This is an optimization exercise on Yosys and OpenROAD, whose aim is small area, a short achievable clock period and few clock cycles per item, not a production implementation. In this exercise RTL edits were held to simulation tests only and were not proved equivalent to the original. Power and IR drop assume default switching activity.

## flow/design.v

```verilog
module ppc_encode (
    input  wire         clk,
    input  wire         rst,         
    input  wire         wr_en,
    input  wire [7:0]   wr_addr,
    input  wire [31:0]  wr_data,
    output wire         busy,
    output wire [11:0]  status,
    output wire [6:0]   rxlen,
    output wire [511:0] raw
);
    localparam [3:0] R_NONE = 4'd0, R_OK = 4'd1, R_INCOMPLETE = 4'd3,
                     R_RANGE = 4'd4, R_AMBIG = 4'd5, R_UNKNOWN = 4'd6,
                     R_BADDESC = 4'd7, R_BADCMD = 4'd8;
    reg        lock;
    reg [6:0]  rxlen_r;
    reg [3:0]  present;
    reg        c_sa, c_sb;
    reg [31:0] fv     [0:3];
    reg [6:0]  d_rawlen;
    reg [5:0]  d_bitlen;
    reg        d_order;       
    reg        d_strict;      
    reg        d_nomatch;     
    reg [15:0] d_hdr, d_ftr, d_low, d_high;
    reg        d_st_en;
    reg        d_st_w2;
    reg [5:0]  d_st_pos;
    reg [15:0] d_sa   [0:1];
    reg [15:0] d_sb   [0:1];
    reg        f_en   [0:3];
    reg        f_kind [0:3];   
    reg        f_req  [0:3];
    reg [5:0]  f_start[0:3];
    reg [5:0]  f_end  [0:3];
    reg [31:0] f_min  [0:3];
    reg [31:0] f_max  [0:3];
    reg        e_valid[0:7];
    reg [1:0]  e_field[0:7];
    reg [31:0] e_value[0:7];
    reg [31:0] e_pat  [0:7];
    reg [3:0]  res_code;
    reg [3:0]  res_field;
    reg        res_wenum;
    reg        res_ovalid;
    reg [31:0] hm;            
    reg        st_on;         
    reg        st_a;          
    reg [31:0] p_mask [0:3];  
    reg [3:0]  p_fail;        
    reg [3:0]  p_valid;       
    reg        proc_go;       
    reg [1:0]  proc_f;
    reg [1:0]  eng;
    integer i, k;
    reg cfg_ok;
    always @(*) begin
        cfg_ok = 1'b1;
        if (d_rawlen[0] || d_rawlen < 7'd4 || d_rawlen > 7'd64) cfg_ok = 1'b0;
        if ({1'b0, d_bitlen} > (d_rawlen >> 1)) cfg_ok = 1'b0;
        for (k = 0; k < 4; k = k + 1) begin
            if (f_en[k]) begin
                if (f_start[k] > f_end[k]) cfg_ok = 1'b0;
                if (f_end[k] >= d_bitlen) cfg_ok = 1'b0;
                if ({1'b0, f_end[k]} - {1'b0, f_start[k]} + 7'd1 > 7'd32) cfg_ok = 1'b0;
                if (f_min[k] > f_max[k]) cfg_ok = 1'b0;
            end
        end
        if (d_st_en && ({1'b0, d_st_pos} + {6'd0, d_st_w2} + 7'd1 > {1'b0, d_bitlen}))
            cfg_ok = 1'b0;
        for (k = 0; k < 8; k = k + 1) begin
            if (e_valid[k] && !(f_en[e_field[k]] && f_kind[e_field[k]])) cfg_ok = 1'b0;
        end
    end
    wire [31:0] pv      = fv[proc_f];
    wire        pkind   = f_kind[proc_f];
    wire [4:0]  pstart  = f_start[proc_f][4:0];
    wire [4:0]  pend    = f_end[proc_f][4:0];
    wire [4:0]  pwm1    = pend - pstart;                  
    reg [31:0] wmask;
    always @(*) begin
        for (k = 0; k < 32; k = k + 1) wmask[k] = (k <= pwm1);
    end
    wire p_over = |(pv & ~wmask);
    wire p_rfail = (pv < f_min[proc_f]) || (pv > f_max[proc_f]) || p_over;
    reg [7:0]  hit;
    reg [7:0]  hit1;
    reg [31:0] pat;
    always @(*) begin
        for (k = 0; k < 8; k = k + 1)
            hit[k] = e_valid[k] && (e_field[k] == proc_f) && (e_value[k] == pv);
        for (k = 0; k < 8; k = k + 1)
            hit1[k] = hit[k] && ((hit & ((8'd1 << k) - 8'd1)) == 8'd0);
        pat = 32'd0;
        for (k = 0; k < 8; k = k + 1)
            pat = pat | (e_pat[k] & {32{hit1[k]}});
    end
    wire        prev    = !pkind && !d_order;
    wire [31:0] psrc    = pkind ? pat : pv;
    wire [4:0]  psh     = prev ? ~pend : pstart;
    wire [31:0] pshl    = psrc << psh;
    reg  [31:0] pshr;
    reg  [31:0] le_end;
    always @(*) begin
        for (k = 0; k < 32; k = k + 1) begin
            pshr[k]   = pshl[31 - k];
            le_end[k] = (k <= pend);
        end
    end
    wire [31:0] pmask   = (prev ? pshr : pshl) & le_end;
    wire        pfail   = pkind ? !(|hit) : p_rfail;
    reg [3:0]  ev_code;
    reg [3:0]  ev_field;
    reg        ev_wenum;
    reg [31:0] ev_hm;
    reg        ev_ston;
    reg [3:0]  reqf, rngf, unm, use_f;
    reg        supp;
    always @(*) begin
        for (k = 0; k < 4; k = k + 1) begin
            reqf[k]  = f_en[k] && f_req[k] && !present[k];
            rngf[k]  = f_en[k] && !f_kind[k] && present[k] && p_fail[k];
            unm[k]   = f_en[k] &&  f_kind[k] && present[k] && p_fail[k];
            use_f[k] = f_en[k] && present[k] && !unm[k];
        end
        supp     = d_nomatch && (unm != 4'd0);
        ev_wenum = (unm != 4'd0);
        ev_ston  = d_st_en && !supp;
        ev_hm    = 32'd0;
        for (k = 0; k < 4; k = k + 1)
            if (use_f[k]) ev_hm = ev_hm | p_mask[k];
        if (supp) ev_hm = 32'd0;
        ev_code  = R_OK;
        ev_field = 4'hF;
        if (reqf != 4'd0) begin
            ev_code  = R_INCOMPLETE;
            ev_field = reqf[0] ? 4'd0 : reqf[1] ? 4'd1 : reqf[2] ? 4'd2 : 4'd3;
        end else if (d_st_en && !c_sa && !c_sb) begin
            ev_code  = R_INCOMPLETE;
            ev_field = 4'hE;
        end else if (rngf != 4'd0) begin
            ev_code  = R_RANGE;
            ev_field = rngf[0] ? 4'd0 : rngf[1] ? 4'd1 : rngf[2] ? 4'd2 : 4'd3;
        end else if (d_st_en && c_sa && c_sb) begin
            ev_code  = R_AMBIG;
            ev_field = 4'hE;
        end else if (d_strict && unm != 4'd0) begin
            ev_code  = R_UNKNOWN;
            ev_field = unm[0] ? 4'd0 : unm[1] ? 4'd1 : unm[2] ? 4'd2 : 4'd3;
        end
    end
    wire ev_ok = (ev_code == R_OK);
    wire host_wr  = wr_en && (eng == 2'd0);
    wire cmd_wr   = host_wr && (wr_addr == 8'h00);
    wire fv_wr    = host_wr && (wr_addr[7:2] == 6'b000010);
    wire need_rp  = ((p_valid | ~present) != 4'hF);
    wire enc_now  = cmd_wr && (wr_data == 32'd2) && lock && cfg_ok && !need_rp;
    wire ev_take  = !rst && ev_ok && (enc_now || eng == 2'd2);
    wire [31:0] wd   = wr_data & {32{~rst}};
    wire        d_we = rst || (host_wr && !lock);
    always @(posedge clk) begin
        if (d_we && (rst || wr_addr == 8'h10)) d_rawlen <= wd[6:0];
        if (d_we && (rst || wr_addr == 8'h11)) d_bitlen <= wd[5:0];
        if (d_we && (rst || wr_addr == 8'h15)) begin
            d_order   <= wd[0];
            d_strict  <= wd[2];
            d_nomatch <= wd[3];
        end
        if (d_we && (rst || wr_addr == 8'h17)) d_hdr  <= wd[15:0];
        if (d_we && (rst || wr_addr == 8'h18)) d_ftr  <= wd[15:0];
        if (d_we && (rst || wr_addr == 8'h19)) d_low  <= wd[15:0];
        if (d_we && (rst || wr_addr == 8'h1A)) d_high <= wd[15:0];
        if (d_we && (rst || wr_addr == 8'h1B)) begin
            d_st_en  <= wd[0];
            d_st_w2  <= wd[1];
            d_st_pos <= wd[13:8];
        end
        if (d_we && (rst || wr_addr == 8'h1C)) d_sa[0] <= wd[15:0];
        if (d_we && (rst || wr_addr == 8'h1D)) d_sa[1] <= wd[15:0];
        if (d_we && (rst || wr_addr == 8'h1E)) d_sb[0] <= wd[15:0];
        if (d_we && (rst || wr_addr == 8'h1F)) d_sb[1] <= wd[15:0];
        for (i = 0; i < 4; i = i + 1) begin
            if (d_we && (rst || wr_addr == 8'h20 + 4 * i)) begin
                f_en[i]    <= wd[0];
                f_kind[i]  <= wd[1];
                f_req[i]   <= wd[2];
                f_start[i] <= wd[13:8];
                f_end[i]   <= wd[21:16];
            end
            if (d_we && (rst || wr_addr == 8'h21 + 4 * i)) f_min[i] <= wd;
            if (d_we && (rst || wr_addr == 8'h22 + 4 * i)) f_max[i] <= wd;
        end
        for (i = 0; i < 8; i = i + 1) begin
            if (d_we && (rst || wr_addr == 8'h30 + 4 * i)) begin
                e_valid[i] <= wd[0];
                e_field[i] <= wd[3:2];
            end
            if (d_we && (rst || wr_addr == 8'h31 + 4 * i)) e_value[i] <= wd;
            if (d_we && (rst || wr_addr == 8'h32 + 4 * i)) e_pat[i]   <= wd;
        end
        if (fv_wr) fv[wr_addr[1:0]] <= wr_data;
        if (rst || (host_wr && wr_addr == 8'h04)) begin
            present <= wd[3:0];
            c_sa    <= wd[8];
            c_sb    <= wd[9];
        end
        for (i = 0; i < 4; i = i + 1) begin
            if (proc_go && proc_f == i) begin
                p_mask[i] <= pmask;
                p_fail[i] <= pfail;
            end
        end
        if (ev_take) begin
            hm    <= ev_hm;
            st_on <= ev_ston;
            st_a  <= c_sa;
        end
    end
    always @(posedge clk) begin
        if (rst) begin
            lock       <= 1'b0;
            rxlen_r    <= 7'd0;
            res_code   <= R_NONE;
            res_field  <= 4'hF;
            res_wenum  <= 1'b0;
            res_ovalid <= 1'b0;
            p_valid    <= 4'd0;
            proc_go    <= 1'b0;
            proc_f     <= 2'd0;
            eng        <= 2'd0;
        end else begin
            if (host_wr && wr_addr == 8'h02 && wr_data[0]) lock <= 1'b1;
            if (host_wr && wr_addr == 8'h03) rxlen_r <= wr_data[6:0];
            if (proc_go) p_valid[proc_f] <= 1'b1;
            if (fv_wr) p_valid[wr_addr[1:0]] <= 1'b0;
            if (eng == 2'd0) begin
                proc_go <= fv_wr && lock;
                proc_f  <= wr_addr[1:0];
            end
            case (eng)
                2'd0: begin
                    if (cmd_wr && wr_data != 32'd0) begin
                        res_field  <= 4'hF;
                        res_wenum  <= 1'b0;
                        res_ovalid <= 1'b0;
                        if (wr_data != 32'd2) begin
                            res_code <= R_BADCMD;
                        end else if (!lock || !cfg_ok) begin
                            res_code <= R_BADDESC;
                        end else if (need_rp) begin
                            res_code <= R_NONE;
                            proc_go  <= 1'b1;
                            proc_f   <= 2'd0;
                            eng      <= 2'd1;
                        end else begin
                            res_code   <= ev_code;
                            res_field  <= ev_field;
                            if (ev_ok) begin
                                res_wenum  <= ev_wenum;
                                res_ovalid <= 1'b1;
                                rxlen_r    <= d_rawlen;
                            end
                        end
                    end
                end
                2'd1: begin
                    proc_f <= proc_f + 2'd1;
                    if (proc_f == 2'd3) begin
                        proc_go <= 1'b0;
                        eng     <= 2'd2;
                    end
                end
                default: begin
                    res_code  <= ev_code;
                    res_field <= ev_field;
                    if (ev_ok) begin
                        res_wenum  <= ev_wenum;
                        res_ovalid <= 1'b1;
                        rxlen_r    <= d_rawlen;
                    end
                    eng <= 2'd0;
                end
            endcase
        end
    end
    assign busy   = (eng != 2'd0);
    assign status = {lock, cfg_ok, res_ovalid, res_wenum, res_field, res_code};
    assign rxlen  = rxlen_r;
    wire [4:0]  ftr_p = d_rawlen[5:1] - 5'd1;
    wire [4:0]  st_p  = d_st_pos[4:0];
    wire [15:0] st0   = st_a ? d_sa[0] : d_sb[0];
    wire [15:0] st1   = st_a ? d_sa[1] : d_sb[1];
    wire [31:0] dec_f = 32'd1 << ftr_p;
    wire [31:0] dec_s = 32'd1 << st_p;
    genvar g;
    generate
        for (g = 0; g < 32; g = g + 1) begin : g_pair
            wire is_f  = dec_f[g];
            wire is_s0 = !is_f && st_on && dec_s[g];
            wire is_s1;
            if (g == 0) begin : g_s1z
                assign is_s1 = 1'b0;
            end else begin : g_s1
                assign is_s1 = !is_f && st_on && d_st_w2 && dec_s[g - 1];
            end
            wire is_h  = !is_f && !is_s0 && !is_s1 &&  hm[g];
            wire is_l  = !is_f && !is_s0 && !is_s1 && !hm[g];
            wire [15:0] base = (g == 0) ? d_hdr : d_low;
            assign raw[16 * g +: 16] = ({16{is_f}}  & d_ftr) | ({16{is_s0}} & st0) |
                                       ({16{is_s1}} & st1)   | ({16{is_h}}  & d_high) |
                                       ({16{is_l}}  & base);
        end
    endgenerate
endmodule
```

## flow/run.sh

```bash
#!/bin/bash
# synth_recipe.tcl (not shown) runs the flow's synth.tcl, then flattens the netlist and writes it again
# the make line also repeats each setting of config.mk as NAME=value (left out here)
make -C /OpenROAD-flow-scripts/flow DESIGN_CONFIG=/design/flow/config.mk WORK_HOME=/design/flow/orfs CLKGATE_MAP_FILE= SYNTH_SCRIPT=/design/flow/synth_recipe.tcl finish
```

## flow/config.mk

```make
export PLATFORM = sky130hd
export DESIGN_NAME = ppc_encode
export DESIGN_NICKNAME = ppc_encode
export VERILOG_FILES = /design/flow/design.v
export SDC_FILE = /design/flow/constraint.sdc
export NUM_CORES = 8
export LEC_CHECK = 0
export CAP_MARGIN = 20
export CORE_MARGIN = 2
export CORE_UTILIZATION = 40
export PLACE_DENSITY = 0.6
export SLEW_MARGIN = 20
```

## flow/constraint.sdc

```tcl
create_clock -name core_clock -period 10.0 [get_ports {clk}]
set_input_delay 2.0000 -clock core_clock [delete_from_list [all_inputs] [get_ports {clk}]]
set_output_delay 2.0000 -clock core_clock [all_outputs]
set_load 0.01 [all_outputs]
```

==> metrics.cfg <==
[timing]
final_max_slew_viol_count = 0
relSlewSlack_pct = 13.1
worst_pin_slew_ns = 1.30
period_needed_ns = 8.05
setup_viol = 0
holdWs_ns = 0.470
setup_tns_ns = 0
finalWorstSetupSlack_ns = 1.95
max_freq_ghz = 0.124
fin_skew_ns = 0.0410
rsz0062_at_grt = no
hold_violations = 0
finalCritPeriodShare_pct = 80.5

[clock_network]
cts.sinks = 1330
cts_resized = 0
clk_path_buf_depth = 3
clk_pin_slew_ns = 0.06
cts_hold_buf = 0
cts-root-buf = clkbuf_16
cts_setup_buffers = 0
clock_latency_ns = 0.82
tritoncts = yes
htree_num_levels = 4
numCtsBuffers = 143

[die]
io_pins = 575
dieHeight_microns = 449
coreArea_sq_mm = 0.197
initial_utilization_pct = 40.2
rows = 163
die_x_microns = 449
dieArea_sq_mm = 0.201

[grt]
met2_usage_pct = 57.2
grt_pass1_vias = 69100
grt_max_degree = 76
top_usage_layer = met2
grt_use_met3_pct = 11.1
grtUsageMet1_pct = 46.6
grt_overflow_total = 0
antenna_found_initial = 25
grt_usage_pct = 38.1
grt_first_pass_wirelength_mm = 551

[synth]
avgSynthCellArea_sq_um = 11.1
yosys.area_share.adder_pct = 5.06
yosysTopAreaCellShare_pct = 49.5
synthesis.area_sq_mm = 0.0792
synth-seq-area-share_pct = 50.1
synth_top_family_by_area = compound AO/OA/AOI/OAI gates
synth.most_common_cell = edfxtp_1
synth_largest_area_cell = edfxtp_1
synthCells = 7162
yosys.area_share.simple_pct = 11.5
ys.flop_type = edfxtp_1
ys_ff_latch = 1330
ys.warnings.count = 15
async_flop_share_pct = 0
ys_top_cells_by_area = edfxtp_1 49%, a222oi_1 6.2%, a22oi_1 5.0%
synthTopCellsByCount = 1304 x edfxtp_1, 811 x nand2_1, 579 x clkbuf_1
yosys-mux-area-fraction_pct = 4.26
synth_xor_area_share_pct = 3.06
synthesis.nets = 7520
synth_compound_area_share_pct = 21.3
synth.distinct_cells = 120
synth-edff-count = 1304

[setup_path]
rrSetupSlack_ns = 1.95
start_kind = flip-flop
arrival_ns = 8.55
r2r_cells = 15
worstSetupPathType = flip-flop to flip-flop
crit_path_end_kind = flip-flop
critPathRequiredTime_ns = 10.51
critical_path.endpoint = p_mask[2][1]
timing.rr.end = p_mask[2][1]
crit_fanout = 40
timing.rr.start = proc_f[0]
crit_start = proc_f[0]

[route]
avgViaCountPerCell = 7.16
initialDrtViolationCount = 15300
final_antenna_net_count = 0
drc = 0
vias = 73800
dr.pass1.iters = 28
wirelength_mm = 401
avgRoutedWirePerCell_microns = 38.9

[hold_path]
worstHoldStart = res_wenum
hold_class = flip-flop to flip-flop

[placed_design]
port_buffers = 574
dp_worst_setup_slack_ns = 2.05
placedCellCount = 10000
gp_congestion = 0.999
dp.final_hpwl_mm = 268

[pwr]
peakVddDrop_mv = 0.195
powerDensity_mw_per_mm2 = 169
p_leak_nw = 33.7

[layout]
finalNetCount = 7906
fill_cells = 17800
area_delta_synth_final_pct = 18.5
drive_gt1_share_pct = 11.9
fin_util_pct = 47.6
stdcell_count = 10300

[run]
cap_viol_max_count = 0

[outcome]
status = no timing/DRC/antenna violations

[sequential cells by signal (all words and copies together), names as in the netlist, 16 cells and up]
name / flops
f_min: 128
d_low: 16
d_ftr: 16
d_hdr: 16
f_end: 24
f_max: 128
f_start: 24
p_mask: 128
fv: 128
d_high: 16
e_field: 16
d_sb: 32
d_sa: 32
hm: 32
e_value: 256
e_pat: 256
[placed cells by master, fill, tap and decap left out, drive strengths merged, types with 36 or more instances in the layout]
cell,instances
a22oi,525
a222oi,492
nor2,202
a221oi,37
mux2,73
clkdlybuf4s50,573
nor2b,87
clkinv,52
o21ai,248
xor2,52
nor3,136
nand4,147
inv,278
a21o,102
clkbuf,181
mux2i,167
edfxtp,1304
buf,328
xnor2,223
ha,309
mux4,36
nor4,88
o21a,37
nand2b,67
a211oi,50
a221o,51
nand3,137
a21oi,236
nand2,812
o22ai,39
o221ai,95
and3,41
[how the worst min path moves through the flow]
stage | endpoint | slack (ns) | depth (start not counted)
after floorplan | res_wenum | 0.43 | 2
final | res_wenum | 0.47 | 2
after CTS | res_wenum | 0.47 | 2
after detailed placement | res_wenum | 0.46 | 2
after global placement | res_wenum | 0.45 | 2
after global routing | res_wenum | 0.52 | 2
[power by group]
part | switching (W) | internal [W]
combinational | 0.00251 | 0.00123
clock | 0.00230 | 0.00304
sequential | 0.000223 | 0.00653
total | 0.00503 | 0.0108
[routing by layer]
metal  vias up  routed length, microns
met4        12                   38400
met3      1878                   49400
li1      29500                       -
met1     36000                  142000
met2      6533                  171000
met5         -                      77
[critical path: stages, from the launching register on]
cell	delay, ns
dfxtp_4	0.83
buf_4	0.51
mux4_2	0.86
xnor2_1	0.33
nand4_1	0.11
or4_1	0.54
or4_1	0.77
nor2_1	0.90
nor2b_2	0.39
a21oi_1	0.43
a211oi_1	0.17
o32ai_1	0.68
o32ai_1	0.26
a221oi_1	0.56
mux2_2	0.27
a21oi_1	0.07
[final cells by class]
class	count	area [sq um]	share of cell area (%)
multi-input cells	4898	36900	39.4
diodes	11	27.5	0.0293
clock inverters	74	797	0.849
flip-flops and latches	1330	39700	42.3
inverters	274	1030	1.10
clock buffers	181	3830	4.08
well taps	2640	3300	3.52
repair buffers	901	8230	8.77
[logic make-up (layout without fill, tap and decap cells)]
family	count (synthesis)	after routing
buffers and inverters	934	1430
AO/OA/AOI/OAI	2165	2165
multiplexers	276	276
XOR/XNOR	275	275
adder cells (fa/ha/maj)	317	317
flip-flops	1330	1330
other	0	11
AND/OR/NAND/NOR	1865	1865
[through the flow]
step           power [W]  instance area, sq um
2_1_floorplan    0.00871                 79200
3_3_place_gp      0.0104                 89100
3_5_place_dp      0.0104                 89100
4_1_cts           0.0157                 93700
5_1_grt           0.0162                 93800
6_report          0.0158                 93800
Testbench counts, summed over its fixed seeds: cycles 3,774, encodes 384.

==> afterwards: timing with drivers on the ports <==
In the flow no input, the clock included, has a driving cell. The finished layout below was timed again as built, in two steps. Step 1: set_driving_cell puts a clkbuf_16 on clk and a buf_2 on each other input, an assumption about the parent block. Step 2, shift: input delay + t, output delay - t, t = (earliest + latest rising clock arrival at the registers) / 2. This alone moves slack from input paths to output paths. Slacks: ideal / step 1 / step 2; pairs: ideal / step 1.
t, ns: 0.875
slack for setup (ns): 1.955 / 1.955 / 1.955
clock arrival spread, ns: 0.052 / 0.051
slew at the worst register clock pin (ns): 0.07 / 0.07
After both steps setup and hold are still met in this run. The setup slack of this run moves by 0.000 ns with the drivers and by 0.000 ns with both steps.
